Background: an optimization exercise with open tools, aiming at small area and few clock cycles. Do not read the settings as production practice. Function was not checked in any run shown here: the RTL went through the layout flow alone. Power is estimated from default activity; no workload was simulated. The clock port is modelled as an ideal driver; clocking choices that lean on that would not hold on a real chip.

==> design.v <==
module mono_raster (
    input             clk,
    input             rst,
    input             start,
    input             cfg_dither,
    input      [15:0] cfg_width,
    input      [15:0] cfg_height,
    output            idle,
    output            err,
    input             pix_valid,
    input      [31:0] pix_data,
    output            pix_ready,
    output            out_valid,
    output     [7:0]  out_data,
    output            out_last,
    input             out_ready
);
    localparam MAXW = 384;
    localparam FD   = 2;         
    localparam S_IDLE  = 2'd0;
    localparam S_PIX   = 2'd2;
    localparam S_DRAIN = 2'd3;
    reg  [1:0]  state;
    reg         err_r;
    reg         mode_d;
    reg  [8:0]  wm1;         
    reg  [15:0] rows;        
    reg         first_row;
    reg  [2:0]  hdr_cnt;     
    reg  [8:0]  slot;        
    reg  [8:0]  col;         
    reg  [7:0]  acc;
    reg         ov;
    reg  [7:0]  od;
    reg         ol;
    reg  [6:0]         seg0 [0:7];
    reg  [6:0]         seg1 [0:7];
    reg  [6:0]         seg2 [0:15];
    reg  [6:0]         seg3 [0:31];
    reg  [6:0]         seg4 [0:63];
    reg  [6:0]         seg5 [0:127];
    reg  [6:0]         seg6 [0:127];
    reg  [6:0]         lcode;               
    reg  [5:0]         ccode;               
    wire out_free = !ov || out_ready;
    wire hdr_done = hdr_cnt[2];
    assign idle      = (state == S_IDLE);
    assign err       = err_r;
    assign out_valid = ov;
    assign out_data  = od;
    assign out_last  = ol;
    wire cfg_bad = (cfg_width == 16'd0) || (cfg_width > MAXW) || (cfg_height == 16'd0);
    wire [8:0] lm1 = {wm1[8:3], 3'b111};
    wire [5:0] bw = wm1[8:3] + 6'd1;
    reg  [7:0] hdr_byte;
    always @(*) begin
        case (hdr_cnt[1:0])
            2'd0: hdr_byte = {2'b00, bw};
            2'd1: hdr_byte = 8'd0;
            2'd2: hdr_byte = rows[7:0];
            default: hdr_byte = rows[15:8];
        endcase
    end
    wire [7:0] in_val;
    mr_conv u_conv (.px(pix_data), .md(mode_d), .q(in_val));
    reg  [7:0] fifo [0:FD-1];
    reg        f_wp, f_rp;
    reg  [1:0] f_cnt;
    wire       f_empty = (f_cnt == 2'd0);
    wire [7:0] luma    = fifo[f_rp];
    wire last_col  = (slot == wm1);
    wire last_slot = (slot == lm1);
    wire last_row  = (rows == 16'd1);
    wire byte_done = (slot[2:0] == 3'd7) || last_col;
    wire [6:0] o0 = seg0[7];
    wire [6:0] o1 = wm1[3] ? seg1[7] : o0;
    wire [6:0] o2 = wm1[4] ? seg2[15] : o1;
    wire [6:0] o3 = wm1[5] ? seg3[31] : o2;
    wire [6:0] o4 = wm1[6] ? seg4[63] : o3;
    wire [6:0] o5 = (wm1[7] || wm1[8]) ? seg5[127] : o4;
    wire [6:0] tapv = wm1[8] ? seg6[127] : o5;
    wire [6:0] code_l = (slot == 9'd0) ? 7'd0 : lcode;
    wire [6:0] code_a = first_row ? 7'd0 : tapv;
    wire [5:0] code_c = (first_row || slot == 9'd0) ? 6'd0 : ccode;
    wire [8:0] u;
    mr_vsum u_vsum (.luma(luma), .L(code_l), .A(code_a), .C(code_c), .u(u));
    wire       white = u[8];                        
    wire       neg = !u[7];
    wire       inc = !(u[8] ^ u[7]);
    wire [6:0] mx  = u[6:0] ^ {7{neg}};
    wire [6:0] mag;
    wire [7:0] mc;
    assign mc[0] = inc;
    genvar gi;
    generate
        for (gi = 0; gi < 7; gi = gi + 1) begin : inc_
            assign mag[gi]  = mx[gi] ^ mc[gi];
            assign mc[gi+1] = mx[gi] & mc[gi];
        end
    endgenerate
    wire       g0  = mag[2] ? mag[1] : (mag[1] & mag[0]);
    wire [6:0] code_new = {neg, {mag[6:3], mag[2], g0} ^ {6{neg}}};
    wire       bit_v   = mode_d ? !white : !luma[2];
    wire [7:0] acc_new = acc | ({7'd0, bit_v} << (3'd7 - slot[2:0]));
    wire pix_fire = (state == S_PIX) && !f_empty && (slot == col) && (!byte_done || (hdr_done && out_free));
    assign pix_ready = (state == S_PIX) && (f_cnt != FD);
    wire in_fire = pix_valid && pix_ready;
    integer k;
    always @(posedge clk) begin
        seg0[0] <= pix_fire ? code_new : tapv;
        seg1[0] <= o0;
        seg2[0] <= o1;
        seg3[0] <= o2;
        seg4[0] <= o3;
        seg5[0] <= o4;
        seg6[0] <= o5;
        for (k = 1; k < 8; k = k + 1) begin
            seg0[k] <= seg0[k-1];
            seg1[k] <= seg1[k-1];
        end
        for (k = 1; k < 16; k = k + 1)
            seg2[k] <= seg2[k-1];
        for (k = 1; k < 32; k = k + 1)
            seg3[k] <= seg3[k-1];
        for (k = 1; k < 64; k = k + 1)
            seg4[k] <= seg4[k-1];
        for (k = 1; k < 128; k = k + 1) begin
            seg5[k] <= seg5[k-1];
            seg6[k] <= seg6[k-1];
        end
        if (pix_fire) begin
            lcode <= code_new;
            ccode <= tapv[6:1];
        end
        if (in_fire)
            fifo[f_wp] <= in_val;
    end
    always @(posedge clk) begin
        if (rst) begin
            state     <= S_IDLE;
            err_r     <= 1'b0;
            mode_d    <= 1'b0;
            wm1       <= 9'd0;
            rows      <= 16'd0;
            first_row <= 1'b1;
            hdr_cnt   <= 3'd4;
            slot      <= 9'd0;
            col       <= 9'd0;
            acc       <= 8'd0;
            ov        <= 1'b0;
            od        <= 8'd0;
            ol        <= 1'b0;
            f_wp      <= 1'b0;
            f_rp      <= 1'b0;
            f_cnt     <= 2'd0;
        end else begin
            if (out_ready)
                ov <= 1'b0;
            if (in_fire)
                f_wp <= !f_wp;
            if (pix_fire)
                f_rp <= !f_rp;
            f_cnt <= f_cnt + in_fire - pix_fire;
            case (state)
                S_IDLE: begin
                    if (start) begin
                        if (cfg_bad) begin
                            err_r <= 1'b1;
                        end else begin
                            err_r     <= 1'b0;
                            mode_d    <= cfg_dither;
                            wm1       <= cfg_width[8:0] - 9'd1;
                            rows      <= cfg_height;
                            first_row <= 1'b1;
                            hdr_cnt   <= 3'd0;
                            slot      <= 9'd0;
                            col       <= 9'd0;
                            acc       <= 8'd0;
                            state     <= S_PIX;
                        end
                    end
                end
                S_PIX: begin
                    if (!(first_row && col == 9'd0 && !pix_fire))
                        slot <= last_slot ? 9'd0 : slot + 9'd1;
                    if (!hdr_done && out_free) begin
                        ov      <= 1'b1;
                        od      <= hdr_byte;
                        ol      <= 1'b0;
                        hdr_cnt <= hdr_cnt + 3'd1;
                    end
                    if (pix_fire) begin
                        if (byte_done) begin
                            ov  <= 1'b1;
                            od  <= acc_new;
                            ol  <= last_col && last_row;
                            acc <= 8'd0;
                        end else begin
                            acc <= acc_new;
                        end
                        if (last_col) begin
                            col       <= 9'd0;
                            rows      <= rows - 16'd1;
                            first_row <= 1'b0;
                            if (last_row)
                                state <= S_DRAIN;
                        end else begin
                            col <= col + 9'd1;
                        end
                    end
                end
                default: begin  
                    if (out_free)
                        state <= S_IDLE;
                end
            endcase
        end
    end
endmodule
module mr_conv (input [31:0] px, input md, output [7:0] q);
    wire tr = (px[31:24] == 8'd0);
    wire [7:0] r = px[23:16];
    wire [7:0] g = px[15:8];
    wire [7:0] b = px[7:0];
    wire ntie = !((!px[1] & !px[8] & px[9] & px[10]) | (!px[8] & !px[9] & px[10] & !px[11]) | (!px[8] & px[9] & px[10] & !px[21]) | (px[1] & !px[8] & !px[9] & !px[10] & !px[21]) | (px[1] & px[8] & px[11] & px[21]) | (px[1] & px[10] & !px[11] & !px[21]));
    wire c1, c2;
    mr_fa fc1 (.a(r[0]), .b((!md & g[0])), .c(!md), .s(c1), .co(c2));
    wire c3, c4;
    mr_fa fc3 (.a(r[1]), .b(r[0]), .c(g[0]), .s(c3), .co(c4));
    wire c5, c6;
    mr_fa fc5 (.a((!md & g[1])), .b((!md & b[0])), .c(!md), .s(c5), .co(c6));
    wire c7, c8;
    mr_fa fc7 (.a(r[2]), .b(r[1]), .c(g[1]), .s(c7), .co(c8));
    wire c9, c10;
    mr_fa fc9 (.a((md ? g[0] : g[2])), .b((!md & b[1])), .c(!md), .s(c9), .co(c10));
    wire c11, c12;
    mr_fa fc11 (.a(r[3]), .b(r[2]), .c(r[0]), .s(c11), .co(c12));
    wire c13, c14;
    mr_fa fc13 (.a(g[2]), .b((md ? g[1] : g[3])), .c((!md & g[0])), .s(c13), .co(c14));
    wire c15 = (!md & b[2]) ^ !md;
    wire c16 = (!md & b[2]) & !md;
    wire c17, c18;
    mr_fa fc17 (.a(r[4]), .b(r[3]), .c(r[1]), .s(c17), .co(c18));
    wire c19, c20;
    mr_fa fc19 (.a(g[3]), .b(b[0]), .c((md ? g[2] : g[4])), .s(c19), .co(c20));
    wire c21, c22;
    mr_fa fc21 (.a((!md & g[1])), .b((!md & b[3])), .c(!md), .s(c21), .co(c22));
    wire c23, c24;
    mr_fa fc23 (.a(r[5]), .b(r[4]), .c(r[2]), .s(c23), .co(c24));
    wire c25, c26;
    mr_fa fc25 (.a(g[4]), .b(b[1]), .c(b[0]), .s(c25), .co(c26));
    wire c27, c28;
    mr_fa fc27 (.a((!md & r[0])), .b((md ? g[3] : g[5])), .c((!md & g[2])), .s(c27), .co(c28));
    wire c29 = (!md & b[4]) ^ !md;
    wire c30 = (!md & b[4]) & !md;
    wire c31, c32;
    mr_fa fc31 (.a(r[6]), .b(r[5]), .c(r[3]), .s(c31), .co(c32));
    wire c33, c34;
    mr_fa fc33 (.a(g[5]), .b(g[0]), .c(b[2]), .s(c33), .co(c34));
    wire c35, c36;
    mr_fa fc35 (.a(b[1]), .b((!md & r[1])), .c((md ? g[4] : g[6])), .s(c35), .co(c36));
    wire c37, c38;
    mr_fa fc37 (.a((!md & g[3])), .b((!md & b[5])), .c((!md & b[0])), .s(c37), .co(c38));
    wire c39, c40;
    mr_fa fc39 (.a(r[7]), .b(r[6]), .c(r[4]), .s(c39), .co(c40));
    wire c41, c42;
    mr_fa fc41 (.a(g[6]), .b(g[1]), .c(b[3]), .s(c41), .co(c42));
    wire c43, c44;
    mr_fa fc43 (.a(b[2]), .b((md ? r[0] : r[2])), .c((md ? g[5] : g[7])), .s(c43), .co(c44));
    wire c45, c46;
    mr_fa fc45 (.a((!md & g[4])), .b((!md & b[6])), .c((!md & b[1])), .s(c45), .co(c46));
    wire c47, c48;
    mr_fa fc47 (.a(r[7]), .b(r[5]), .c(g[7]), .s(c47), .co(c48));
    wire c49, c50;
    mr_fa fc49 (.a(g[2]), .b(b[4]), .c(b[3]), .s(c49), .co(c50));
    wire c51, c52;
    mr_fa fc51 (.a((md ? r[1] : r[3])), .b((!md & r[0])), .c((md & g[6])), .s(c51), .co(c52));
    wire c53, c54;
    mr_fa fc53 (.a((!md & g[5])), .b((md ? b[0] : b[7])), .c((!md & b[2])), .s(c53), .co(c54));
    wire c55, c56;
    mr_fa fc55 (.a(r[6]), .b(g[3]), .c(g[0]), .s(c55), .co(c56));
    wire c57, c58;
    mr_fa fc57 (.a(b[5]), .b(b[4]), .c((md ? r[2] : r[4])), .s(c57), .co(c58));
    wire c59, c60;
    mr_fa fc59 (.a((!md & r[1])), .b((md & g[7])), .c((!md & g[6])), .s(c59), .co(c60));
    wire c61, c62;
    mr_fa fc61 (.a((md & b[1])), .b((!md & b[3])), .c(!md), .s(c61), .co(c62));
    wire c63, c64;
    mr_fa fc63 (.a(r[7]), .b(g[4]), .c(g[1]), .s(c63), .co(c64));
    wire c65, c66;
    mr_fa fc65 (.a(b[6]), .b(b[5]), .c((md ? r[3] : r[5])), .s(c65), .co(c66));
    wire c67, c68;
    mr_fa fc67 (.a((md ? r[0] : r[2])), .b((md ? g[0] : g[7])), .c((md & b[2])), .s(c67), .co(c68));
    wire c69, c70;
    mr_fa fc69 (.a(g[5]), .b(g[2]), .c(b[7]), .s(c69), .co(c70));
    wire c71, c72;
    mr_fa fc71 (.a(b[6]), .b((md ? r[4] : r[6])), .c((md ? r[1] : r[3])), .s(c71), .co(c72));
    wire c73, c74;
    mr_fa fc73 (.a((md & g[1])), .b((md & b[3])), .c((md ? b[1] : b[5])), .s(c73), .co(c74));
    wire c75 = (md & r[0]) ^ (md & b[0]);
    wire c76 = (md & r[0]) & (md & b[0]);
    wire c77, c78;
    mr_fa fc77 (.a(g[6]), .b(g[3]), .c(b[7]), .s(c77), .co(c78));
    wire c79, c80;
    mr_fa fc79 (.a((md ? r[5] : r[7])), .b((md ? r[2] : r[4])), .c((md & g[2])), .s(c79), .co(c80));
    wire c81, c82;
    mr_fa fc81 (.a((md & b[4])), .b((md ? b[2] : b[6])), .c((md & r[1])), .s(c81), .co(c82));
    wire c83, c84;
    mr_fa fc83 (.a((md & g[0])), .b((md & b[1])), .c((md & b[0])), .s(c83), .co(c84));
    wire c85, c86;
    mr_fa fc85 (.a(g[7]), .b(g[4]), .c((md & r[6])), .s(c85), .co(c86));
    wire c87, c88;
    mr_fa fc87 (.a((md ? r[3] : r[5])), .b((md & g[3])), .c((md & b[5])), .s(c87), .co(c88));
    wire c89, c90;
    mr_fa fc89 (.a((md ? b[3] : b[7])), .b((md & r[2])), .c((md & g[1])), .s(c89), .co(c90));
    wire c91, c92;
    mr_fa fc91 (.a((md & b[2])), .b((md & b[1])), .c(!md), .s(c91), .co(c92));
    wire c93, c94;
    mr_fa fc93 (.a(g[5]), .b((md & r[7])), .c((md ? r[4] : r[6])), .s(c93), .co(c94));
    wire c95, c96;
    mr_fa fc95 (.a((md & g[4])), .b((md & b[6])), .c((md & b[4])), .s(c95), .co(c96));
    wire c97, c98;
    mr_fa fc97 (.a((md & r[3])), .b((md & r[0])), .c((md & g[2])), .s(c97), .co(c98));
    wire c99, c100;
    mr_fa fc99 (.a((md & b[3])), .b((md & b[2])), .c(!md), .s(c99), .co(c100));
    wire c101, c102;
    mr_fa fc101 (.a(g[6]), .b((md ? r[5] : r[7])), .c((md & g[5])), .s(c101), .co(c102));
    wire c103, c104;
    mr_fa fc103 (.a((md & b[7])), .b((md & b[5])), .c((md & r[4])), .s(c103), .co(c104));
    wire c105, c106;
    mr_fa fc105 (.a((md & r[1])), .b((md & g[3])), .c((md & g[0])), .s(c105), .co(c106));
    wire c107, c108;
    mr_fa fc107 (.a((md & b[4])), .b((md & b[3])), .c(!md), .s(c107), .co(c108));
    wire c109, c110;
    mr_fa fc109 (.a(g[7]), .b((md & r[6])), .c((md & g[6])), .s(c109), .co(c110));
    wire c111, c112;
    mr_fa fc111 (.a((md & b[6])), .b((md & r[5])), .c((md & r[2])), .s(c111), .co(c112));
    wire c113, c114;
    mr_fa fc113 (.a((md & g[4])), .b((md & g[1])), .c((md & b[5])), .s(c113), .co(c114));
    wire c115, c116;
    mr_fa fc115 (.a((md & r[7])), .b((md & g[7])), .c((md & b[7])), .s(c115), .co(c116));
    wire c117, c118;
    mr_fa fc117 (.a((md & r[6])), .b((md & r[3])), .c((md & g[5])), .s(c117), .co(c118));
    wire c119, c120;
    mr_fa fc119 (.a((md & g[2])), .b((md & b[6])), .c((md & b[5])), .s(c119), .co(c120));
    wire c121, c122;
    mr_fa fc121 (.a((md & r[7])), .b((md & r[4])), .c((md & g[6])), .s(c121), .co(c122));
    wire c123, c124;
    mr_fa fc123 (.a((md & g[3])), .b((md & b[7])), .c((md & b[6])), .s(c123), .co(c124));
    wire c125, c126;
    mr_fa fc125 (.a((md & r[5])), .b((md & g[7])), .c((md & g[4])), .s(c125), .co(c126));
    wire c127, c128;
    mr_fa fc127 (.a(c2), .b(c3), .c(c5), .s(c127), .co(c128));
    wire c129, c130;
    mr_fa fc129 (.a(c4), .b(c6), .c(c7), .s(c129), .co(c130));
    wire c131, c132;
    mr_fa fc131 (.a(c8), .b(c10), .c(c11), .s(c131), .co(c132));
    wire c133 = c13 ^ c15;
    wire c134 = c13 & c15;
    wire c135, c136;
    mr_fa fc135 (.a(c12), .b(c14), .c(c16), .s(c135), .co(c136));
    wire c137, c138;
    mr_fa fc137 (.a(c17), .b(c19), .c(c21), .s(c137), .co(c138));
    wire c139, c140;
    mr_fa fc139 (.a(c18), .b(c20), .c(c22), .s(c139), .co(c140));
    wire c141, c142;
    mr_fa fc141 (.a(c23), .b(c25), .c(c27), .s(c141), .co(c142));
    wire c143, c144;
    mr_fa fc143 (.a(c24), .b(c26), .c(c28), .s(c143), .co(c144));
    wire c145, c146;
    mr_fa fc145 (.a(c30), .b(c31), .c(c33), .s(c145), .co(c146));
    wire c147 = c35 ^ c37;
    wire c148 = c35 & c37;
    wire c149, c150;
    mr_fa fc149 (.a(c32), .b(c34), .c(c36), .s(c149), .co(c150));
    wire c151, c152;
    mr_fa fc151 (.a(c38), .b(c39), .c(c41), .s(c151), .co(c152));
    wire c153, c154;
    mr_fa fc153 (.a(c43), .b(c45), .c(!md), .s(c153), .co(c154));
    wire c155, c156;
    mr_fa fc155 (.a(c40), .b(c42), .c(c44), .s(c155), .co(c156));
    wire c157, c158;
    mr_fa fc157 (.a(c46), .b(c47), .c(c49), .s(c157), .co(c158));
    wire c159 = c51 ^ c53;
    wire c160 = c51 & c53;
    wire c161, c162;
    mr_fa fc161 (.a(c48), .b(c50), .c(c52), .s(c161), .co(c162));
    wire c163, c164;
    mr_fa fc163 (.a(c54), .b(c55), .c(c57), .s(c163), .co(c164));
    wire c165 = c59 ^ c61;
    wire c166 = c59 & c61;
    wire c167, c168;
    mr_fa fc167 (.a(c56), .b(c58), .c(c60), .s(c167), .co(c168));
    wire c169, c170;
    mr_fa fc169 (.a(c62), .b(c63), .c(c65), .s(c169), .co(c170));
    wire c171 = c67 ^ (md ? b[0] : b[4]);
    wire c172 = c67 & (md ? b[0] : b[4]);
    wire c173, c174;
    mr_fa fc173 (.a(c64), .b(c66), .c(c68), .s(c173), .co(c174));
    wire c175, c176;
    mr_fa fc175 (.a(c69), .b(c71), .c(c73), .s(c175), .co(c176));
    wire c177, c178;
    mr_fa fc177 (.a(c70), .b(c72), .c(c74), .s(c177), .co(c178));
    wire c179, c180;
    mr_fa fc179 (.a(c76), .b(c77), .c(c79), .s(c179), .co(c180));
    wire c181, c182;
    mr_fa fc181 (.a(c81), .b(c83), .c(!md), .s(c181), .co(c182));
    wire c183, c184;
    mr_fa fc183 (.a(c78), .b(c80), .c(c82), .s(c183), .co(c184));
    wire c185, c186;
    mr_fa fc185 (.a(c84), .b(c85), .c(c87), .s(c185), .co(c186));
    wire c187 = c89 ^ c91;
    wire c188 = c89 & c91;
    wire c189, c190;
    mr_fa fc189 (.a(c86), .b(c88), .c(c90), .s(c189), .co(c190));
    wire c191, c192;
    mr_fa fc191 (.a(c92), .b(c93), .c(c95), .s(c191), .co(c192));
    wire c193 = c97 ^ c99;
    wire c194 = c97 & c99;
    wire c195, c196;
    mr_fa fc195 (.a(c94), .b(c96), .c(c98), .s(c195), .co(c196));
    wire c197, c198;
    mr_fa fc197 (.a(c100), .b(c101), .c(c103), .s(c197), .co(c198));
    wire c199 = c105 ^ c107;
    wire c200 = c105 & c107;
    wire c201, c202;
    mr_fa fc201 (.a(c102), .b(c104), .c(c106), .s(c201), .co(c202));
    wire c203, c204;
    mr_fa fc203 (.a(c108), .b(c109), .c(c111), .s(c203), .co(c204));
    wire c205 = c113 ^ (md & b[4]);
    wire c206 = c113 & (md & b[4]);
    wire c207, c208;
    mr_fa fc207 (.a(c110), .b(c112), .c(c114), .s(c207), .co(c208));
    wire c209, c210;
    mr_fa fc209 (.a(c115), .b(c117), .c(c119), .s(c209), .co(c210));
    wire c211, c212;
    mr_fa fc211 (.a(c116), .b(c118), .c(c120), .s(c211), .co(c212));
    wire c213 = c121 ^ c123;
    wire c214 = c121 & c123;
    wire c215, c216;
    mr_fa fc215 (.a(c122), .b(c124), .c(c125), .s(c215), .co(c216));
    wire c217, c218;
    mr_fa fc217 (.a(c126), .b((md & r[6])), .c((md & g[5])), .s(c217), .co(c218));
    wire c219, c220;
    mr_fa fc219 (.a(c128), .b(c129), .c(c9), .s(c219), .co(c220));
    wire c221, c222;
    mr_fa fc221 (.a(c130), .b(c131), .c(c133), .s(c221), .co(c222));
    wire c223, c224;
    mr_fa fc223 (.a(c132), .b(c134), .c(c135), .s(c223), .co(c224));
    wire c225, c226;
    mr_fa fc225 (.a(c136), .b(c138), .c(c139), .s(c225), .co(c226));
    wire c227 = c141 ^ c29;
    wire c228 = c141 & c29;
    wire c229, c230;
    mr_fa fc229 (.a(c140), .b(c142), .c(c143), .s(c229), .co(c230));
    wire c231 = c145 ^ c147;
    wire c232 = c145 & c147;
    wire c233, c234;
    mr_fa fc233 (.a(c144), .b(c146), .c(c148), .s(c233), .co(c234));
    wire c235, c236;
    mr_fa fc235 (.a(c149), .b(c151), .c(c153), .s(c235), .co(c236));
    wire c237, c238;
    mr_fa fc237 (.a(c150), .b(c152), .c(c154), .s(c237), .co(c238));
    wire c239, c240;
    mr_fa fc239 (.a(c155), .b(c157), .c(c159), .s(c239), .co(c240));
    wire c241, c242;
    mr_fa fc241 (.a(c156), .b(c158), .c(c160), .s(c241), .co(c242));
    wire c243, c244;
    mr_fa fc243 (.a(c161), .b(c163), .c(c165), .s(c243), .co(c244));
    wire c245, c246;
    mr_fa fc245 (.a(c162), .b(c164), .c(c166), .s(c245), .co(c246));
    wire c247, c248;
    mr_fa fc247 (.a(c167), .b(c169), .c(c171), .s(c247), .co(c248));
    wire c249, c250;
    mr_fa fc249 (.a(c168), .b(c170), .c(c172), .s(c249), .co(c250));
    wire c251, c252;
    mr_fa fc251 (.a(c173), .b(c175), .c(c75), .s(c251), .co(c252));
    wire c253, c254;
    mr_fa fc253 (.a(c174), .b(c176), .c(c177), .s(c253), .co(c254));
    wire c255 = c179 ^ c181;
    wire c256 = c179 & c181;
    wire c257, c258;
    mr_fa fc257 (.a(c178), .b(c180), .c(c182), .s(c257), .co(c258));
    wire c259, c260;
    mr_fa fc259 (.a(c183), .b(c185), .c(c187), .s(c259), .co(c260));
    wire c261, c262;
    mr_fa fc261 (.a(c184), .b(c186), .c(c188), .s(c261), .co(c262));
    wire c263, c264;
    mr_fa fc263 (.a(c189), .b(c191), .c(c193), .s(c263), .co(c264));
    wire c265, c266;
    mr_fa fc265 (.a(c190), .b(c192), .c(c194), .s(c265), .co(c266));
    wire c267, c268;
    mr_fa fc267 (.a(c195), .b(c197), .c(c199), .s(c267), .co(c268));
    wire c269, c270;
    mr_fa fc269 (.a(c196), .b(c198), .c(c200), .s(c269), .co(c270));
    wire c271, c272;
    mr_fa fc271 (.a(c201), .b(c203), .c(c205), .s(c271), .co(c272));
    wire c273, c274;
    mr_fa fc273 (.a(c202), .b(c204), .c(c206), .s(c273), .co(c274));
    wire c275 = c207 ^ c209;
    wire c276 = c207 & c209;
    wire c277, c278;
    mr_fa fc277 (.a(c208), .b(c210), .c(c211), .s(c277), .co(c278));
    wire c279, c280;
    mr_fa fc279 (.a(c212), .b(c214), .c(c215), .s(c279), .co(c280));
    wire c281, c282;
    mr_fa fc281 (.a(c218), .b((md & r[7])), .c((md & g[6])), .s(c281), .co(c282));
    wire c283, c284;
    mr_fa fc283 (.a(c222), .b(c223), .c(c137), .s(c283), .co(c284));
    wire c285, c286;
    mr_fa fc285 (.a(c224), .b(c225), .c(c227), .s(c285), .co(c286));
    wire c287, c288;
    mr_fa fc287 (.a(c226), .b(c228), .c(c229), .s(c287), .co(c288));
    wire c289, c290;
    mr_fa fc289 (.a(c230), .b(c232), .c(c233), .s(c289), .co(c290));
    wire c291, c292;
    mr_fa fc291 (.a(c234), .b(c236), .c(c237), .s(c291), .co(c292));
    wire c293, c294;
    mr_fa fc293 (.a(c238), .b(c240), .c(c241), .s(c293), .co(c294));
    wire c295, c296;
    mr_fa fc295 (.a(c242), .b(c244), .c(c245), .s(c295), .co(c296));
    wire c297, c298;
    mr_fa fc297 (.a(c246), .b(c248), .c(c249), .s(c297), .co(c298));
    wire c299, c300;
    mr_fa fc299 (.a(c250), .b(c252), .c(c253), .s(c299), .co(c300));
    wire c301, c302;
    mr_fa fc301 (.a(c254), .b(c256), .c(c257), .s(c301), .co(c302));
    wire c303, c304;
    mr_fa fc303 (.a(c258), .b(c260), .c(c261), .s(c303), .co(c304));
    wire c305, c306;
    mr_fa fc305 (.a(c262), .b(c264), .c(c265), .s(c305), .co(c306));
    wire c307, c308;
    mr_fa fc307 (.a(c266), .b(c268), .c(c269), .s(c307), .co(c308));
    wire c309, c310;
    mr_fa fc309 (.a(c270), .b(c272), .c(c273), .s(c309), .co(c310));
    wire c311, c312;
    mr_fa fc311 (.a(c274), .b(c276), .c(c277), .s(c311), .co(c312));
    wire c313, c314;
    mr_fa fc313 (.a(c278), .b(c279), .c((md & b[7])), .s(c313), .co(c314));
    wire c315, c316;
    mr_fa fc315 (.a(c280), .b(c216), .c(c217), .s(c315), .co(c316));
    wire c317, c318;
    mr_fa fc317 (.a(c286), .b(c287), .c(c231), .s(c317), .co(c318));
    wire c319, c320;
    mr_fa fc319 (.a(c288), .b(c289), .c(c235), .s(c319), .co(c320));
    wire c321, c322;
    mr_fa fc321 (.a(c290), .b(c291), .c(c239), .s(c321), .co(c322));
    wire c323, c324;
    mr_fa fc323 (.a(c292), .b(c293), .c(c243), .s(c323), .co(c324));
    wire c325, c326;
    mr_fa fc325 (.a(c294), .b(c295), .c(c247), .s(c325), .co(c326));
    wire c327, c328;
    mr_fa fc327 (.a(c296), .b(c297), .c(c251), .s(c327), .co(c328));
    wire c329, c330;
    mr_fa fc329 (.a(c298), .b(c299), .c(c255), .s(c329), .co(c330));
    wire c331, c332;
    mr_fa fc331 (.a(c300), .b(c301), .c(c259), .s(c331), .co(c332));
    wire c333, c334;
    mr_fa fc333 (.a(c302), .b(c303), .c(c263), .s(c333), .co(c334));
    wire c335, c336;
    mr_fa fc335 (.a(c304), .b(c305), .c(c267), .s(c335), .co(c336));
    wire c337, c338;
    mr_fa fc337 (.a(c306), .b(c307), .c(c271), .s(c337), .co(c338));
    wire c339, c340;
    mr_fa fc339 (.a(c308), .b(c309), .c(c275), .s(c339), .co(c340));
    wire c341, c342;
    mr_fa fc341 (.a(c310), .b(c311), .c(c213), .s(c341), .co(c342));
    wire c343, c344;
    mr_fa fc343 (.a(c342), .b(c312), .c(c313), .s(c343), .co(c344));
    wire c345, c346;
    mr_fa fc345 (.a(c344), .b(c314), .c(c315), .s(c345), .co(c346));
    wire c347, c348;
    mr_fa fc347 (.a(c346), .b(c316), .c(c281), .s(c347), .co(c348));
    wire c349, c350;
    mr_fa fc349 (.a(c348), .b(c282), .c((md & g[7])), .s(c349), .co(c350));
    wire c351 = (c1 & (!md & ntie)) | (1'b0 & (c1 ^ (!md & ntie)));
    wire c352 = (c127 & 1'b0) | (c351 & (c127 ^ 1'b0));
    wire c353 = (c219 & 1'b0) | (c352 & (c219 ^ 1'b0));
    wire c354, c355;
    mr_fa fc354 (.a(c220), .b(c221), .c(c353), .s(c354), .co(c355));
    wire c356 = (c283 & 1'b0) | (c355 & (c283 ^ 1'b0));
    wire c357, c358;
    mr_fa fc357 (.a(c284), .b(c285), .c(c356), .s(c357), .co(c358));
    wire c359 = (c317 & 1'b0) | (c358 & (c317 ^ 1'b0));
    wire c360, c361;
    mr_fa fc360 (.a(c318), .b(c319), .c(c359), .s(c360), .co(c361));
    wire c362, c363;
    mr_fa fc362 (.a(c320), .b(c321), .c(c361), .s(c362), .co(c363));
    wire c364, c365;
    mr_fa fc364 (.a(c322), .b(c323), .c(c363), .s(c364), .co(c365));
    wire c366, c367;
    mr_fa fc366 (.a(c324), .b(c325), .c(c365), .s(c366), .co(c367));
    wire c368, c369;
    mr_fa fc368 (.a(c326), .b(c327), .c(c367), .s(c368), .co(c369));
    wire c370, c371;
    mr_fa fc370 (.a(c328), .b(c329), .c(c369), .s(c370), .co(c371));
    wire c372, c373;
    mr_fa fc372 (.a(c330), .b(c331), .c(c371), .s(c372), .co(c373));
    wire c374, c375;
    mr_fa fc374 (.a(c332), .b(c333), .c(c373), .s(c374), .co(c375));
    wire c376, c377;
    mr_fa fc376 (.a(c334), .b(c335), .c(c375), .s(c376), .co(c377));
    wire c378, c379;
    mr_fa fc378 (.a(c336), .b(c337), .c(c377), .s(c378), .co(c379));
    wire c380, c381;
    mr_fa fc380 (.a(c338), .b(c339), .c(c379), .s(c380), .co(c381));
    wire c382, c383;
    mr_fa fc382 (.a(c340), .b(c341), .c(c381), .s(c382), .co(c383));
    wire c384 = c343 ^ 1'b0 ^ c383;
    wire c385 = (c343 & 1'b0) | (c383 & (c343 ^ 1'b0));
    wire c386 = c345 ^ 1'b0 ^ c385;
    wire c387 = (c345 & 1'b0) | (c385 & (c345 ^ 1'b0));
    wire c388 = c347 ^ 1'b0 ^ c387;
    wire c389 = (c347 & 1'b0) | (c387 & (c347 ^ 1'b0));
    wire c390 = c349 ^ 1'b0 ^ c389;
    wire c391 = (c349 & 1'b0) | (c389 & (c349 ^ 1'b0));
    wire c392 = c350 ^ 1'b0 ^ c391;
    wire c393 = (c350 & 1'b0) | (c391 & (c350 ^ 1'b0));
    assign q = {c392, c390, c388, c386, c384, c382, c380, c378} | {8{tr}};
endmodule
module mr_vsum (input [7:0] luma, input [6:0] L, input [6:0] A, input [5:0] C, output [8:0] u);
    wire v1, v2;
    mr_fa fv1 (.a(luma[0]), .b(L[1]), .c(L[2]), .s(v1), .co(v2));
    wire v3, v4;
    mr_fa fv3 (.a(L[0]), .b(!L[6]), .c(A[1]), .s(v3), .co(v4));
    wire v5, v6;
    mr_fa fv5 (.a(A[2]), .b(A[0]), .c(!A[6]), .s(v5), .co(v6));
    wire v7 = C[0] ^ !C[5] ^ 1'b1;
    wire v8 = (C[0] & !C[5]) | (C[0] & 1'b1) | (!C[5] & 1'b1);
    wire v9, v10;
    mr_fa fv9 (.a(luma[1]), .b(L[2]), .c(L[3]), .s(v9), .co(v10));
    wire v11, v12;
    mr_fa fv11 (.a(!L[6]), .b(A[2]), .c(A[3]), .s(v11), .co(v12));
    wire v13, v14;
    mr_fa fv13 (.a(!A[6]), .b(C[1]), .c(!C[5]), .s(v13), .co(v14));
    wire v15, v16;
    mr_fa fv15 (.a(luma[2]), .b(L[3]), .c(L[4]), .s(v15), .co(v16));
    wire v17, v18;
    mr_fa fv17 (.a(!L[6]), .b(A[3]), .c(A[4]), .s(v17), .co(v18));
    wire v19, v20;
    mr_fa fv19 (.a(!A[6]), .b(C[2]), .c(!C[5]), .s(v19), .co(v20));
    wire v21, v22;
    mr_fa fv21 (.a(luma[3]), .b(L[4]), .c(L[5]), .s(v21), .co(v22));
    wire v23, v24;
    mr_fa fv23 (.a(!L[6]), .b(A[4]), .c(A[5]), .s(v23), .co(v24));
    wire v25, v26;
    mr_fa fv25 (.a(!A[6]), .b(C[3]), .c(!C[5]), .s(v25), .co(v26));
    wire v27, v28;
    mr_fa fv27 (.a(luma[4]), .b(L[5]), .c(A[5]), .s(v27), .co(v28));
    wire v29 = C[4] ^ !C[5];
    wire v30 = C[4] & !C[5];
    wire v31, v32;
    mr_fa fv31 (.a(luma[5]), .b(!L[6]), .c(!A[6]), .s(v31), .co(v32));
    wire v33, v34;
    mr_fa fv33 (.a(v1), .b(v3), .c(v5), .s(v33), .co(v34));
    wire v35, v36;
    mr_fa fv35 (.a(v2), .b(v4), .c(v6), .s(v35), .co(v36));
    wire v37, v38;
    mr_fa fv37 (.a(v8), .b(v9), .c(v11), .s(v37), .co(v38));
    wire v39 = v13 ^ 1'b1;
    wire v40 = v13 & 1'b1;
    wire v41, v42;
    mr_fa fv41 (.a(v10), .b(v12), .c(v14), .s(v41), .co(v42));
    wire v43, v44;
    mr_fa fv43 (.a(v15), .b(v17), .c(v19), .s(v43), .co(v44));
    wire v45, v46;
    mr_fa fv45 (.a(v16), .b(v18), .c(v20), .s(v45), .co(v46));
    wire v47, v48;
    mr_fa fv47 (.a(v21), .b(v23), .c(v25), .s(v47), .co(v48));
    wire v49, v50;
    mr_fa fv49 (.a(v22), .b(v24), .c(v26), .s(v49), .co(v50));
    wire v51 = v27 ^ v29;
    wire v52 = v27 & v29;
    wire v53, v54;
    mr_fa fv53 (.a(v28), .b(v30), .c(v31), .s(v53), .co(v54));
    wire v55, v56;
    mr_fa fv55 (.a(v34), .b(v35), .c(v37), .s(v55), .co(v56));
    wire v57, v58;
    mr_fa fv57 (.a(v36), .b(v38), .c(v40), .s(v57), .co(v58));
    wire v59 = v41 ^ v43;
    wire v60 = v41 & v43;
    wire v61, v62;
    mr_fa fv61 (.a(v42), .b(v44), .c(v45), .s(v61), .co(v62));
    wire v63, v64;
    mr_fa fv63 (.a(v46), .b(v48), .c(v49), .s(v63), .co(v64));
    wire v65, v66;
    mr_fa fv65 (.a(v50), .b(v52), .c(v53), .s(v65), .co(v66));
    wire v67, v68;
    mr_fa fv67 (.a(v54), .b(v32), .c(luma[6]), .s(v67), .co(v68));
    wire v69, v70;
    mr_fa fv69 (.a(v56), .b(v57), .c(v59), .s(v69), .co(v70));
    wire v71, v72;
    mr_fa fv71 (.a(v58), .b(v60), .c(v61), .s(v71), .co(v72));
    wire v73, v74;
    mr_fa fv73 (.a(v62), .b(v63), .c(v51), .s(v73), .co(v74));
    wire v75, v76;
    mr_fa fv75 (.a(v70), .b(v71), .c(v47), .s(v75), .co(v76));
    wire v77, v78;
    mr_fa fv77 (.a(v74), .b(v64), .c(v65), .s(v77), .co(v78));
    wire v79, v80;
    mr_fa fv79 (.a(v76), .b(v72), .c(v73), .s(v79), .co(v80));
    wire v81, v82;
    mr_fa fv81 (.a(v78), .b(v66), .c(v67), .s(v81), .co(v82));
    wire v83, v84;
    mr_fa fv83 (.a(v82), .b(v68), .c(luma[7]), .s(v83), .co(v84));
    wire v85 = v33 ^ v7 ^ 1'b0;
    wire v86 = (v33 & v7) | (1'b0 & (v33 ^ v7));
    wire v87, v88;
    mr_fa fv87 (.a(v55), .b(v39), .c(v86), .s(v87), .co(v88));
    wire v89 = v69 ^ 1'b0 ^ v88;
    wire v90 = (v69 & 1'b0) | (v88 & (v69 ^ 1'b0));
    wire v91 = v75 ^ 1'b0 ^ v90;
    wire v92 = (v75 & 1'b0) | (v90 & (v75 ^ 1'b0));
    wire v93 = v79 ^ 1'b0 ^ v92;
    wire v94 = (v79 & 1'b0) | (v92 & (v79 ^ 1'b0));
    wire v95, v96;
    mr_fa fv95 (.a(v80), .b(v77), .c(v94), .s(v95), .co(v96));
    wire v97 = v81 ^ 1'b0 ^ v96;
    wire v98 = (v81 & 1'b0) | (v96 & (v81 ^ 1'b0));
    wire v99 = v83 ^ 1'b0 ^ v98;
    wire v100 = (v83 & 1'b0) | (v98 & (v83 ^ 1'b0));
    wire v101 = v84 ^ 1'b0 ^ v100;
    wire v102 = (v84 & 1'b0) | (v100 & (v84 ^ 1'b0));
    assign u = {v101, v99, v97, v95, v93, v91, v89, v87, v85};
endmodule
module mr_fa (input a, input b, input c, output s, output co);
    assign s  = a ^ b ^ c;
    assign co = (a & b) | (a & c) | (b & c);
endmodule
==> flow/run.sh <==
#!/bin/bash
# The standard ORFS flow, with two changes: clock tree synthesis inserts no
# dummy loads, and the port buffers are the smallest buffer cell.
set -euo pipefail
bash standard.sh \
  "CTS_ARGS=-sink_clustering_enable -repair_clock_nets -dont_use_dummy_load -sink_clustering_size 18 -sink_clustering_max_diameter 30 -buf_list sky130_fd_sc_hd__clkbuf_8" \
  "BUFFER_PORTS_ARGS=-buffer_cell sky130_fd_sc_hd__buf_1" \
  finish > flow.log 2>&1
==> standard.sh <==
#!/bin/bash
# synth_recipe.tcl (not shown) runs the flow's synth.tcl, then flattens the netlist and writes it again
# the make line also repeats each setting of config.mk as NAME=value (left out here)
make -C /OpenROAD-flow-scripts/flow DESIGN_CONFIG=/design/flow/config.mk WORK_HOME=/design/flow/orfs CLKGATE_MAP_FILE= SYNTH_SCRIPT=/design/flow/synth_recipe.tcl "${@:-finish}"
==> config.mk <==
export PLATFORM = sky130hd
export DESIGN_NAME = mono_raster
export DESIGN_NICKNAME = mono_raster
export VERILOG_FILES = /design/flow/design.v
export SDC_FILE = /design/flow/constraint.sdc
export NUM_CORES = 4
export LEC_CHECK = 0
export CAP_MARGIN = 20
export CORE_MARGIN = 2
export CORE_UTILIZATION = 65
export SLEW_MARGIN = 20
export SYNTH_HIERARCHICAL = 1
==> constraint.sdc <==
create_clock -name core_clock -period 22.0 [get_ports {clk}]
set_input_delay 4.4000 -clock core_clock [delete_from_list [all_inputs] [get_ports {clk}]]
set_output_delay 4.4000 -clock core_clock [all_outputs]
set_load 0.01 [all_outputs]
==> summary.txt, run 1 <==
Status = timing/DRC/antenna clean
EDFF count, synth = 29
HPWL Detailed = 69700 µm
Final hold violations = 0
Hold Slack = 0.260 ns
Utilization after layout = 0.717
Skew final = 0.0901 ns
CTS tree = done
Worst Hold Depth = 0
HP Start = seg6[4][3]
Die H = 322 µm
Root Buffer = clkbuf_8
Post-synth top cells = 2762 x dfxtp_1, 211 x fa_1, 73 x nand2_1
Vias in the first global route = 30.2k
Worst min path class = reg2reg
Worst Max-Slew Pin Slew = 1.04 ns
Synth area leaders = dfxtp_1 84%, fa_1 6.4%, edfxtp_1 1.3%, ha_1 0.93%, mux2_2 0.53%
R2R Setup Slk = 11.37 ns
Non-filler cells, final = 5453
Startpoint type of the worst setup path = primary input
Post-Route M1 WL = 47300 µm
First-pass GRT wire length = 175000 µm
Crit path DAT = 14.20 ns
# fillers = 5321
WS Path Type = in2reg
DR pass1 iterations = 7
CTS-repair resized insts = 0
Syn avg cell area = 17.3 µm²
Final setup violation count = 0
Grt ovf = 0
Cell accounting for the most synthesized area = dfxtp_1
R2R cell count = 29
Synth Instances = 3810
Post-route minimum period = 13.62 ns
Hold buffer count at cts = 0
Via count = 26.3k
Deepest clock path buffer count = 4
Reg2reg end = fifo[0][7]
Worst Path Required = 22.59 ns
F_max = 73.4 MHz
Max-Cap Viols = 0
Leakage power = 28.9 nW
Max Used Layer = met4
Multi-input logic area = 9110 µm²
Nets = 4482
Worst vdd ir = 0.0823 mV
Clock latency on the worst-skew pair = 0.95 ns
CP endpoint kind = register
Ratio of cells with drive above 1 in the final layout = 0.0942
Starting Density = 0.657
CP Max Fanout = 9
Final period utilization = 0.619
Remaining DRCs = 0
Largest net degree at the start of global routing = 44
Initial antenna violation count = 3
ANT nets after route = 0
Num rows = 116
Synth Flop Type = dfxtp_1
Clock sinks = 2791
Iter 0 DRT Violations = 1271
Post-Route WL = 111000 µm
Mapped Area = 65800 µm²
Total GRT Usage = 0.225
Vias per std cell = 4.83
Yosys reg bits = 2791
Wire length on met2 = 57000 µm
Clock-pin slew on the worst setup and hold paths = 0.09 ns
Wire per inst = 20.4 µm
Pwr per Cell Area = 114 nW/µm²
Fin. max-slew vios = 0
Async set-reset flop share out of synthesis = 0
Setup Fix Bufs, Post-CTS = 0
Synth Warn # = 14
Sequential share of the synthesized area = 0.854
DIE WIDTH = 322 µm
Total area of sequential cells = 56200 µm²
# H-tree levels = 5
Yosys top cell area share = 0.841
Setup TNS = 0 ns
RSZ-0062 raised after global routing = no
Area Overhead vs Synth = 9.25%
Top Ports = 83
Num CTS Buffers = 319
Worst Hold End = seg6[5][3]
Placed cells = 5129
Most common cell in the netlist = dfxtp_1
Synth cell types = 80
Slew headroom = 0.305
Reg-to-Reg Start = mode_d
Routability cong. = 0.818
WL met3 = 4350 µm
Core ar. = 100000 µm²
Synth Net Count = 4140
IO buf count = 82
Area of the die = 104000 µm²
[state kept, by name, indices dropped and copies added, names as in the netlist, 2 cells and up, named ones only]
name and count:
acc 8, ccode 6, col 9, f_cnt 2
fifo 16, hdr_cnt 3, lcode 7, od 8
rows 16, seg0 56, seg1 56, seg2 112
seg3 224, seg4 448, seg5 896, seg6 896
slot 9, state 2, wm1 9
[cell families after synthesis]
kind of cell	share of synthesized area
xor+xnor	0.00639
compound gates	0.0233
simple gates	0.0279
fa+ha+maj	0.0736
flops	0.854
mux	0.00715
buf+inv	0.00765
[modules after synthesis, one instance, submodules excluded]
module,times used,flops+latches,area (µm²)
mr_conv,1,0,807
mono_raster,1,2791,60500
mr_fa,211,0,20.0
mr_vsum,1,0,228
[routing by layer]
layer / track usage / vias to the layer above
met1: 0.288 / 12800
met3: 0.0450 / 201
met2: 0.382 / 585
met4: 0.0799 / 0
li1: - / 12700
met5: 0 / -
[worst max path at each step]
stage / start / end / depth (start not counted)
floorplan: pix_data[11] / fifo[0][6] / 25
global placement: pix_data[10] / fifo[0][7] / 27
detailed placement: pix_data[10] / fifo[0][7] / 27
CTS: pix_data[10] / fifo[0][7] / 27
global route: pix_data[10] / fifo[0][7] / 27
finish: pix_data[10] / fifo[0][7] / 27
[layout by cell type (no fill, tap or decap), types with 7 or more instances in the layout]
| master | synthesis | layout |
|---|---|---|
| nand2_1 | 73 | 73 |
| o211ai_1 | 11 | 11 |
| a21o_1 | 8 | 8 |
| mux2i_1 | 11 | 11 |
| nand3_1 | 23 | 23 |
| dfxtp_1 | 2762 | 2762 |
| a31oi_1 | 26 | 26 |
| or3_1 | 7 | 7 |
| edfxtp_1 | 29 | 29 |
| a32o_1 | 11 | 11 |
| a211oi_1 | 9 | 9 |
| nor2_1 | 61 | 60 |
| o41ai_1 | 18 | 18 |
| nor2b_1 | 28 | 28 |
| inv_1 | 43 | 43 |
| buf_1 | 3 | 81 |
| and3_1 | 8 | 8 |
| ha_1 | 49 | 49 |
| a21oi_1 | 31 | 31 |
| nand4_1 | 7 | 7 |
| o21ai_0 | 47 | 47 |
| a22oi_1 | 9 | 9 |
| and2_1 | 38 | 38 |
| nor3b_1 | 8 | 8 |
| buf_4 | 9 | 8 |
| nor3_1 | 8 | 8 |
| nor4_1 | 15 | 14 |
| clkbuf_8 | 0 | 319 |
| o31ai_1 | 11 | 11 |
| xnor2_1 | 22 | 22 |
| xor2_1 | 26 | 26 |
| fa_1 | 211 | 211 |
| nand2b_1 | 18 | 18 |
| mux2_2 | 31 | 31 |
[power breakdown]
part	switching (W)	internal, W
Sequential	0.00000628	0.00508
Combinational	0.000161	0.000127
Clock	0.00151	0.00129
Total	0.00167	0.00650
[layout make-up]
type | instances | share of cell area
sequential | 2791 | 0.782
multi-input combinational | 905 | 0.127
clock buffer | 319 | 0.0611
tap | 1298 | 0.0226
timing repair buffer | 90 | 0.00514
inverter | 45 | 0.00235
antenna | 5 | 0.000174
[critical path, stage by stage]
cell,delay (ns)
buf_1,0.61
and2_1,0.42
or2_1,0.21
fa_1,0.45
fa_1,0.45
fa_1,0.44
fa_1,0.58
fa_1,0.41
and2_1,0.16
fa_1,0.39
fa_1,0.47
fa_1,0.41
fa_1,0.39
fa_1,0.38
fa_1,0.43
fa_1,0.40
fa_1,0.40
fa_1,0.50
fa_1,0.43
fa_1,0.40
fa_1,0.39
ha_1,0.19
ha_1,0.20
ha_1,0.20
ha_1,0.21
xnor2_1,0.17
nand2_1,0.09
[through the flow]
| stage | power, W | worst slack (ns) | area (µm²) |
|---|---|---|---|
| after global placement | 0.00550 | 7.43 | 67400 |
| after CTS | 0.00824 | 8.41 | 71800 |
| final | 0.00817 | 8.38 | 71800 |
| after detailed placement | 0.00550 | 7.46 | 67400 |
| after floorplan | 0.00540 | 8.93 | 65800 |
| after global routing | 0.00847 | 8.03 | 71800 |
==> run 2, diff against run 1 <==
==> flow/run.sh (replaced) <==
#!/bin/bash
# The standard ORFS flow, with two changes: clock tree synthesis inserts no
# dummy loads, and the port buffers are the smallest buffer cell.
set -euo pipefail
bash standard.sh \
  "CTS_ARGS=-sink_clustering_enable -repair_clock_nets -dont_use_dummy_load -sink_clustering_size 20 -sink_clustering_max_diameter 40 -buf_list sky130_fd_sc_hd__clkbuf_8" \
  "BUFFER_PORTS_ARGS=-buffer_cell sky130_fd_sc_hd__buf_1" \
  finish > flow.log 2>&1
--- a/config.mk
+++ b/config.mk
@@ -7,6 +7,6 @@
 export LEC_CHECK = 0
 export CAP_MARGIN = 20
 export CORE_MARGIN = 2
-export CORE_UTILIZATION = 65
+export CORE_UTILIZATION = 40
 export SLEW_MARGIN = 20
 export SYNTH_HIERARCHICAL = 1
==> summary.txt, run 2 <==
Area Overhead vs Synth = 9.16%
Sequential share of the synthesized area = 0.854
Top Ports = 83
Register share of total power = 0.660
CP most frequent cell = fa_1
Largest regs = seg5 (896), seg6 (896), seg4 (448)
CP endpoint kind = register
Post-synth top cells = 2762 x dfxtp_1, 211 x fa_1, 73 x nand2_1
Yosys top cell area share = 0.841
Final period utilization = 0.612
Status = timing/DRC/antenna clean
Largest stage delay, worst path = 0.53 ns
Switching Share = 0.202
Ratio of cells with drive above 1 in the final layout = 0.0759
ANT nets after route = 0
Setup Fix Bufs, Post-CTS = 0
Root Buffer = clkbuf_8
Remaining DRCs = 0
Final setup violation count = 0
IO buf count = 82
Synth Flop Type = dfxtp_1
Nets = 4402
Hold buffer count at cts = 0
Non-filler cells, final = 6252
Post-route minimum period = 13.47 ns
Worst vdd ir = 0.0690 mV
F_max = 74.3 MHz
Via count = 25.4k
Pint = 0.00614 W
Max-Cap Viols = 0
Yosys reg bits = 2791
Pre-CTS setup slack = 7.56 ns
HP Start = seg3[14][1]
Clock power share = 0.302
Post-Route WL = 88300 µm
Vias in the first global route = 26.1k
Async set-reset flop share out of synthesis = 0
Wire per inst = 14.1 µm
Cell accounting for the most synthesized area = dfxtp_1
WS Path Type = in2reg
Routability cong. = 0.801
Reg-to-Reg Start = mode_d
Total GRT Usage = 0.108
Clock latency on the worst-skew pair = 0.96 ns
DIE WIDTH = 409 µm
Synth area leaders = dfxtp_1 84%, fa_1 6.4%, edfxtp_1 1.3%, ha_1 0.93%, mux2_2 0.53%
Placed cells = 6013
Total area of sequential cells = 56200 µm²
Setup TNS = 0 ns
Vias per std cell = 4.06
CP Max Fanout = 8
First-pass GRT wire length = 144000 µm
HPWL Detailed = 53600 µm
Num rows = 148
Clock sinks = 2791
Crit path launch = pix_data[11]
Die H = 409 µm
Startpoint type of the worst setup path = primary input
Area of the die = 168000 µm²
Mapped Area = 65800 µm²
Final hold violations = 0
Grt ovf = 0
Initial antenna violation count = 4
Worst Max-Slew Pin Slew = 0.932 ns
CTS tree = done
Synth Warn # = 14
Starting Density = 0.404
Clock-pin slew on the worst setup and hold paths = 0.06 ns
Commonest cells after routing, fill and taps aside = 2762 x dfxtp_1, 232 x clkbuf_8, 211 x fa_1
Worst min path class = reg2reg
Largest net degree at the start of global routing = 45
Multi-input logic area = 9100 µm²
Logic pwr share = 0.038
Fin. max-slew vios = 0
Commonest non-fill, non-tap cell in the layout = dfxtp_1
RSZ-0062 raised after global routing = no
Synth cell types = 80
Synth Net Count = 4140
DR pass1 iterations = 5
Core ar. = 163000 µm²
Worst Path Required = 22.57 ns
Deepest clock path buffer count = 3
CTS-repair resized insts = 0
Leakage power = 28.4 nW
Iter 0 DRT Violations = 1117
CP max stage cell = buf_1
Num CTS Buffers = 232
Final worst setup slack = 8.53 ns
Skew final = 0.132 ns
Top delay family on crit path = adder cells
# H-tree levels = 4
Syn avg cell area = 17.3 µm²
Synth Instances = 3810
Pwr per Cell Area = 107 nW/µm²
Most common cell in the netlist = dfxtp_1
Psw = 0.00156 W
Crit path DAT = 14.04 ns
# fillers = 14.3k
Slew headroom = 0.377
CP bufs+invs = 1
EDFF count, synth = 29
## run 2: layout make-up
cell class	instances	area share
diodes	7	0.000244
inverters	45	0.00235
repair buffers	97	0.00587
well taps	2175	0.0379
multi-input cells	905	0.127
clock buffers	232	0.0445
flip-flops and latches	2791	0.782
## run 2: Yosys stat by module, one instance, submodules excluded
| module | area [µm²] | flops+latches |
|---|---|---|
| mr_vsum | 228 | 0 |
| mono_raster | 60500 | 2791 |
| mr_fa | 20.0 | 0 |
| mr_conv | 807 | 0 |
## run 2: power by group through the flow
stage	registers, W	logic (W)	clock network (W)
after global placement	0.00520	0.000307	0
after floorplan	0.00520	0.000203	0
after CTS	0.00509	0.000308	0.00244
final	0.00509	0.000291	0.00232
after detailed placement	0.00520	0.000303	0
after global routing	0.00509	0.000341	0.00263
## run 2: worst paths after layout
check / endpoint / slack [ns] / cells after the start
hold reg to reg: seg3[15][1] / 0.21 / 0
setup reg to reg: fifo[0][6] / 11.82 / 26
hold / removal: seg3[15][1] / 0.21 / 0
setup / recovery: fifo[0][6] / 8.53 / 26
## run 2: logic make-up after synthesis
group           count (synthesis)  synth area share
flops                        2791             0.854
buf+inv                       114           0.00765
compound gates                220            0.0233
fa+ha+maj                     260            0.0736
mux                            43           0.00715
xor+xnor                       48           0.00639
simple gates                  334            0.0279
## run 2: stage by stage
| stage | hold WS [ns] | util | total power [W] | instance area [µm²] |
|---|---|---|---|---|
| final | 0.209 | 0.441 | 0.00770 | 71800 |
| after global routing | 0.203 | 0.440 | 0.00806 | 71800 |
| after CTS | 0.194 | 0.440 | 0.00784 | 71800 |
| after detailed placement | 0.312 | 0.421 | 0.00551 | 68600 |
| after global placement | 0.310 | 0.421 | 0.00551 | 68600 |
| after floorplan | 0.310 | - | 0.00540 | 65800 |
## run 2: routing by layer
layer | vias up | track usage | wire, µm | part of all wire
met5 | - | 0 | 0 | 0
met4 | 0 | 0.0420 | 2320 | 0.026
met3 | 197 | 0.0270 | 3750 | 0.042
met2 | 375 | 0.151 | 35600 | 0.40
met1 | 12200 | 0.161 | 46600 | 0.53
li1 | 12600 | - | - | -
==> run 3, diff against run 2 <==
--- a/design.v
+++ b/design.v
@@ -136,31 +136,26 @@
             fifo[f_wp] <= in_val;
     end
     always @(posedge clk) begin
+        if (state == S_IDLE) begin
+            f_wp  <= 1'b0;
+            f_rp  <= 1'b0;
+            f_cnt <= 2'd0;
+        end else begin
+            if (in_fire)
+                f_wp <= !f_wp;
+            if (pix_fire)
+                f_rp <= !f_rp;
+            f_cnt <= f_cnt + in_fire - pix_fire;
+        end
+    end
+    always @(posedge clk) begin
         if (rst) begin
             state     <= S_IDLE;
             err_r     <= 1'b0;
-            mode_d    <= 1'b0;
-            wm1       <= 9'd0;
-            rows      <= 16'd0;
-            first_row <= 1'b1;
-            hdr_cnt   <= 3'd4;
-            slot      <= 9'd0;
-            col       <= 9'd0;
-            acc       <= 8'd0;
             ov        <= 1'b0;
-            od        <= 8'd0;
-            ol        <= 1'b0;
-            f_wp      <= 1'b0;
-            f_rp      <= 1'b0;
-            f_cnt     <= 2'd0;
         end else begin
             if (out_ready)
                 ov <= 1'b0;
-            if (in_fire)
-                f_wp <= !f_wp;
-            if (pix_fire)
-                f_rp <= !f_rp;
-            f_cnt <= f_cnt + in_fire - pix_fire;
             case (state)
                 S_IDLE: begin
                     if (start) begin
@@ -576,47 +571,36 @@
     wire c351 = (c1 & (!md & ntie)) | (1'b0 & (c1 ^ (!md & ntie)));
     wire c352 = (c127 & 1'b0) | (c351 & (c127 ^ 1'b0));
     wire c353 = (c219 & 1'b0) | (c352 & (c219 ^ 1'b0));
-    wire c354, c355;
-    mr_fa fc354 (.a(c220), .b(c221), .c(c353), .s(c354), .co(c355));
-    wire c356 = (c283 & 1'b0) | (c355 & (c283 ^ 1'b0));
-    wire c357, c358;
-    mr_fa fc357 (.a(c284), .b(c285), .c(c356), .s(c357), .co(c358));
-    wire c359 = (c317 & 1'b0) | (c358 & (c317 ^ 1'b0));
-    wire c360, c361;
-    mr_fa fc360 (.a(c318), .b(c319), .c(c359), .s(c360), .co(c361));
-    wire c362, c363;
-    mr_fa fc362 (.a(c320), .b(c321), .c(c361), .s(c362), .co(c363));
-    wire c364, c365;
-    mr_fa fc364 (.a(c322), .b(c323), .c(c363), .s(c364), .co(c365));
-    wire c366, c367;
-    mr_fa fc366 (.a(c324), .b(c325), .c(c365), .s(c366), .co(c367));
-    wire c368, c369;
-    mr_fa fc368 (.a(c326), .b(c327), .c(c367), .s(c368), .co(c369));
-    wire c370, c371;
-    mr_fa fc370 (.a(c328), .b(c329), .c(c369), .s(c370), .co(c371));
-    wire c372, c373;
-    mr_fa fc372 (.a(c330), .b(c331), .c(c371), .s(c372), .co(c373));
-    wire c374, c375;
-    mr_fa fc374 (.a(c332), .b(c333), .c(c373), .s(c374), .co(c375));
-    wire c376, c377;
-    mr_fa fc376 (.a(c334), .b(c335), .c(c375), .s(c376), .co(c377));
-    wire c378, c379;
-    mr_fa fc378 (.a(c336), .b(c337), .c(c377), .s(c378), .co(c379));
-    wire c380, c381;
-    mr_fa fc380 (.a(c338), .b(c339), .c(c379), .s(c380), .co(c381));
-    wire c382, c383;
-    mr_fa fc382 (.a(c340), .b(c341), .c(c381), .s(c382), .co(c383));
-    wire c384 = c343 ^ 1'b0 ^ c383;
-    wire c385 = (c343 & 1'b0) | (c383 & (c343 ^ 1'b0));
-    wire c386 = c345 ^ 1'b0 ^ c385;
-    wire c387 = (c345 & 1'b0) | (c385 & (c345 ^ 1'b0));
-    wire c388 = c347 ^ 1'b0 ^ c387;
-    wire c389 = (c347 & 1'b0) | (c387 & (c347 ^ 1'b0));
-    wire c390 = c349 ^ 1'b0 ^ c389;
-    wire c391 = (c349 & 1'b0) | (c389 & (c349 ^ 1'b0));
-    wire c392 = c350 ^ 1'b0 ^ c391;
-    wire c393 = (c350 & 1'b0) | (c391 & (c350 ^ 1'b0));
-    assign q = {c392, c390, c388, c386, c384, c382, c380, c378} | {8{tr}};
+    wire c354 = (c220 & c221) | (c220 & c353) | (c221 & c353);
+    wire c355 = (c283 & 1'b0) | (c354 & (c283 ^ 1'b0));
+    wire c356 = (c284 & c285) | (c284 & c355) | (c285 & c355);
+    wire c357 = (c317 & 1'b0) | (c356 & (c317 ^ 1'b0));
+    wire c358 = (c318 & c319) | (c318 & c357) | (c319 & c357);
+    wire c359 = (c320 & c321) | (c320 & c358) | (c321 & c358);
+    wire c360 = (c322 & c323) | (c322 & c359) | (c323 & c359);
+    wire c361 = (c324 & c325) | (c324 & c360) | (c325 & c360);
+    wire c362 = (c326 & c327) | (c326 & c361) | (c327 & c361);
+    wire c363 = (c328 & c329) | (c328 & c362) | (c329 & c362);
+    wire c364 = (c330 & c331) | (c330 & c363) | (c331 & c363);
+    wire c365 = (c332 & c333) | (c332 & c364) | (c333 & c364);
+    wire c366 = (c334 & c335) | (c334 & c365) | (c335 & c365);
+    wire c367, c368;
+    mr_fa fc367 (.a(c336), .b(c337), .c(c366), .s(c367), .co(c368));
+    wire c369, c370;
+    mr_fa fc369 (.a(c338), .b(c339), .c(c368), .s(c369), .co(c370));
+    wire c371, c372;
+    mr_fa fc371 (.a(c340), .b(c341), .c(c370), .s(c371), .co(c372));
+    wire c373 = c343 ^ 1'b0 ^ c372;
+    wire c374 = (c343 & 1'b0) | (c372 & (c343 ^ 1'b0));
+    wire c375 = c345 ^ 1'b0 ^ c374;
+    wire c376 = (c345 & 1'b0) | (c374 & (c345 ^ 1'b0));
+    wire c377 = c347 ^ 1'b0 ^ c376;
+    wire c378 = (c347 & 1'b0) | (c376 & (c347 ^ 1'b0));
+    wire c379 = c349 ^ 1'b0 ^ c378;
+    wire c380 = (c349 & 1'b0) | (c378 & (c349 ^ 1'b0));
+    wire c381 = c350 ^ 1'b0 ^ c380;
+    wire c382 = (c350 & 1'b0) | (c380 & (c350 ^ 1'b0));
+    assign q = {c381, c379, c377, c375, c373, c371, c369, c367} | {8{tr}};
 endmodule
 module mr_vsum (input [7:0] luma, input [6:0] L, input [6:0] A, input [5:0] C, output [8:0] u);
     wire v1, v2;
==> flow/run.sh (replaced) <==
#!/bin/bash
# The standard ORFS flow, with two changes: clock tree synthesis inserts no
# dummy loads, and the port buffers are the smallest buffer cell.
set -euo pipefail
bash standard.sh \
  "CTS_ARGS=-sink_clustering_enable -repair_clock_nets -dont_use_dummy_load -sink_clustering_size 35 -sink_clustering_max_diameter 90 -buf_list sky130_fd_sc_hd__clkbuf_16" \
  "BUFFER_PORTS_ARGS=-buffer_cell sky130_fd_sc_hd__buf_1" \
  finish > flow.log 2>&1
==> summary.txt, run 3 <==
Status = timing/DRC/antenna clean
Area Overhead vs Synth = 8.01%
Num CTS Buffers = 93
R2R cell count = 26
Worst Hold End = seg5[85][6]
Leakage power = 27.9 nW
Met3 Use GR = 0.0173
Synth Net Count = 4013
Routability cong. = 0.810
Synth cell types = 66
Placed cells = 5919
# H-tree levels = 3
Yosys top cell area share = 0.825
Worst Hold Depth = 0
Clock sinks = 2791
DIE WIDTH = 409 µm
Syn avg cell area = 17.7 µm²
Vias in the first global route = 24.0k
Top delay family on crit path = adder cells
Initial antenna violation count = 7
Total GRT Usage = 0.108
Grt ovf = 0
Commonest non-fill, non-tap cell in the layout = dfxtp_1
Global route hottest layer = met1
Vias per std cell = 3.96
GR Util met1 = 0.163
Reg2reg end = seg0[0][4]
Wire per inst = 14.8 µm
Routing usage on met2 = 0.158
DR pass1 iterations = 5
Worst Path Required = 22.39 ns
CTS tree = done
Utilization after layout = 0.435
Skew final = 0.139 ns
HP Start = seg5[84][6]
RSZ-0062 raised after global routing = no
Synth area leaders = dfxtp_1 82%, fa_1 6.1%, edfxtp_1 4.3%, ha_1 0.94%, xnor2_1 0.55%
Remaining DRCs = 0
Final setup violation count = 0
Setup TNS = 0 ns
Synth Instances = 3694
EDFF count, synth = 94
Commonest cells after routing, fill and taps aside = 2697 x dfxtp_1, 200 x fa_1, 94 x edfxtp_1
Iter 0 DRT Violations = 1279
IO buf count = 82
Nets = 4158
Synth Flop Type = dfxtp_1
Root Buffer = clkbuf_16
Final hold violations = 0
Non-filler cells, final = 6016
Worst vdd ir = 0.107 mV
Setup Fix Bufs, Post-CTS = 0
Critical Path, Cell by Cell = buf_1, and2_1, or2_2, fa_1, fa_1, fa_1, fa_1, fa_1, a222oi_1, o2111ai_1, a221o_1, fa_1, fa_1, fa_1, ha_1, ha_1, ha_1, ha_1, xnor2_1, nand2_1
Mapped Area = 65500 µm²
Largest regs = seg5 (896), seg6 (896), seg4 (448)
Via count = 23.8k
Clock latency on the worst-skew pair = 0.76 ns
Core ar. = 163000 µm²
HPWL Detailed = 58200 µm
CP bufs+invs = 1
Starting Density = 0.403
Fin. max-slew vios = 0
Yosys reg bits = 2791
ANT nets after route = 0
CP max stage cell = a222oi_1
Crit path DAT = 11.89 ns
Synth Warn # = 14
Post-Route WL = 89000 µm
CP endpoint kind = register
Post-synth top cells = 2697 x dfxtp_1, 200 x fa_1, 94 x edfxtp_1
Worst min path class = reg2reg
CTS-repair resized insts = 0
Area of the die = 167000 µm²
CP most frequent cell = fa_1
Final period utilization = 0.523
R2R Setup Slk = 12.75 ns
Num rows = 148
Max-Cap Viols = 0
Hold buffer count at cts = 0
Sequential share of the synthesized area = 0.868
Async set-reset flop share out of synthesis = 0
Pwr per Cell Area = 108 nW/µm²
Worst Max-Slew Pin Slew = 1.07 ns
Startpoint type of the worst setup path = primary input
Most common cell in the netlist = dfxtp_1
Ratio of cells with drive above 1 in the final layout = 0.0375
Largest stage delay, worst path = 0.81 ns
First-pass GRT wire length = 141000 µm
F_max = 87.0 MHz
Top Ports = 83
Die H = 409 µm
Clock-pin slew on the worst setup and hold paths = 0.12 ns
Slew headroom = 0.286
Cell accounting for the most synthesized area = dfxtp_1
Largest net degree at the start of global routing = 44
CP Max Fanout = 7
Deepest clock path buffer count = 3
Post-route minimum period = 11.50 ns
WS Path Type = in2reg
Reg-to-Reg Start = wm1[3]
-- run 3: worst max-delay path by stage --
stage,start,endpoint,slack (ns),depth (start not counted)
after CTS,pix_data[17],fifo[1][7],10.46,20
after global routing,pix_data[1],fifo[1][7],10.20,20
after detailed placement,pix_data[17],fifo[0][7],9.73,20
final,pix_data[1],fifo[1][7],10.50,20
after global placement,pix_data[17],fifo[0][7],9.72,20
after floorplan,pix_data[1],fifo[0][6],11.50,19
-- run 3: per-layer routing --
layer | up-vias | share of wire
met5 | - | 0
li1 | 11900 | -
met1 | 11600 | 0.53
met3 | 137 | 0.028
met2 | 205 | 0.42
met4 | 0 | 0.027
-- run 3: cells by family after synthesis --
kind of cell / share of synthesized area
DFF: 0.868
and+or+nand+nor: 0.0242
adders and majority gates: 0.0709
AOI/OAI and AO/OA: 0.0162
buffers and inverters: 0.00657
xor gates and xnor gates: 0.00984
muxes: 0.00457
-- run 3: modules after synthesis (local to each module, per instance) --
module,flip-flops and latches,times used,cells
mono_raster,2791,1,3331
mr_conv,0,1,136
mr_vsum,0,1,27
mr_fa,0,200,1
-- run 3: per-stage QoR --
step | hold slack, ns | setup WS [ns] | instance area, µm² | power [W]
after floorplan | 0.310 | 11.50 | 65500 | 0.00548
after global placement | 0.310 | 9.72 | 68400 | 0.00565
after detailed placement | 0.312 | 9.73 | 68400 | 0.00564
after CTS | 0.257 | 10.46 | 70700 | 0.00770
after global routing | 0.271 | 10.20 | 70700 | 0.00792
final | 0.265 | 10.50 | 70700 | 0.00760
-- run 3: cell type report --
type | instances | area, µm²
Fill cell | 14300 | 91900
Sequential cell | 2791 | 56800
Multi-Input combinational cell | 805 | 8230
Tap cell | 2175 | 2720
Clock buffer | 93 | 2330
Timing Repair Buffer | 98 | 428
Inverter | 50 | 188
Antenna cell | 4 | 10.0
-- run 3: where the power goes --
group	total, W	internal, W	leakage (nW)	switching (W)
registers	0.00510	0.00510	23.0	0.000000952
clock network	0.00208	0.000767	1.15	0.00131
logic	0.000418	0.000183	3.77	0.000235
total	0.00760	0.00605	27.9	0.00155

==> port drivers added, routing unchanged <==
Ports are ideal in the flow. The routed layouts listed here were re-timed in OpenROAD.
Step 1: set_driving_cell puts a clkbuf_16 on clk and a buf_2 on each other input, an assumption about the parent block.
Step 2 times the ports against the registers' clock, not the clock port: input delays grow and output delays shrink by t, the midpoint of the rising clock arrivals with the driver on.
a / b / c = ideal / step 1 / step 2; a / b = the first two.
run	shift t [ns]	slack for setup (ns)	clock arrival spread, ns
run 1	0.972	8.384 / 8.422 / 7.451	0.105 / 0.105
run 2	0.953	8.533 / 8.582 / 7.629	0.164 / 0.164
run 3	0.772	10.502 / 10.555 / 9.783	0.141 / 0.140
After both steps every run listed still meets setup and hold. The setup slack of run 1, which loses most, moves by +0.038 ns with the drivers and by -0.933 ns with both steps.
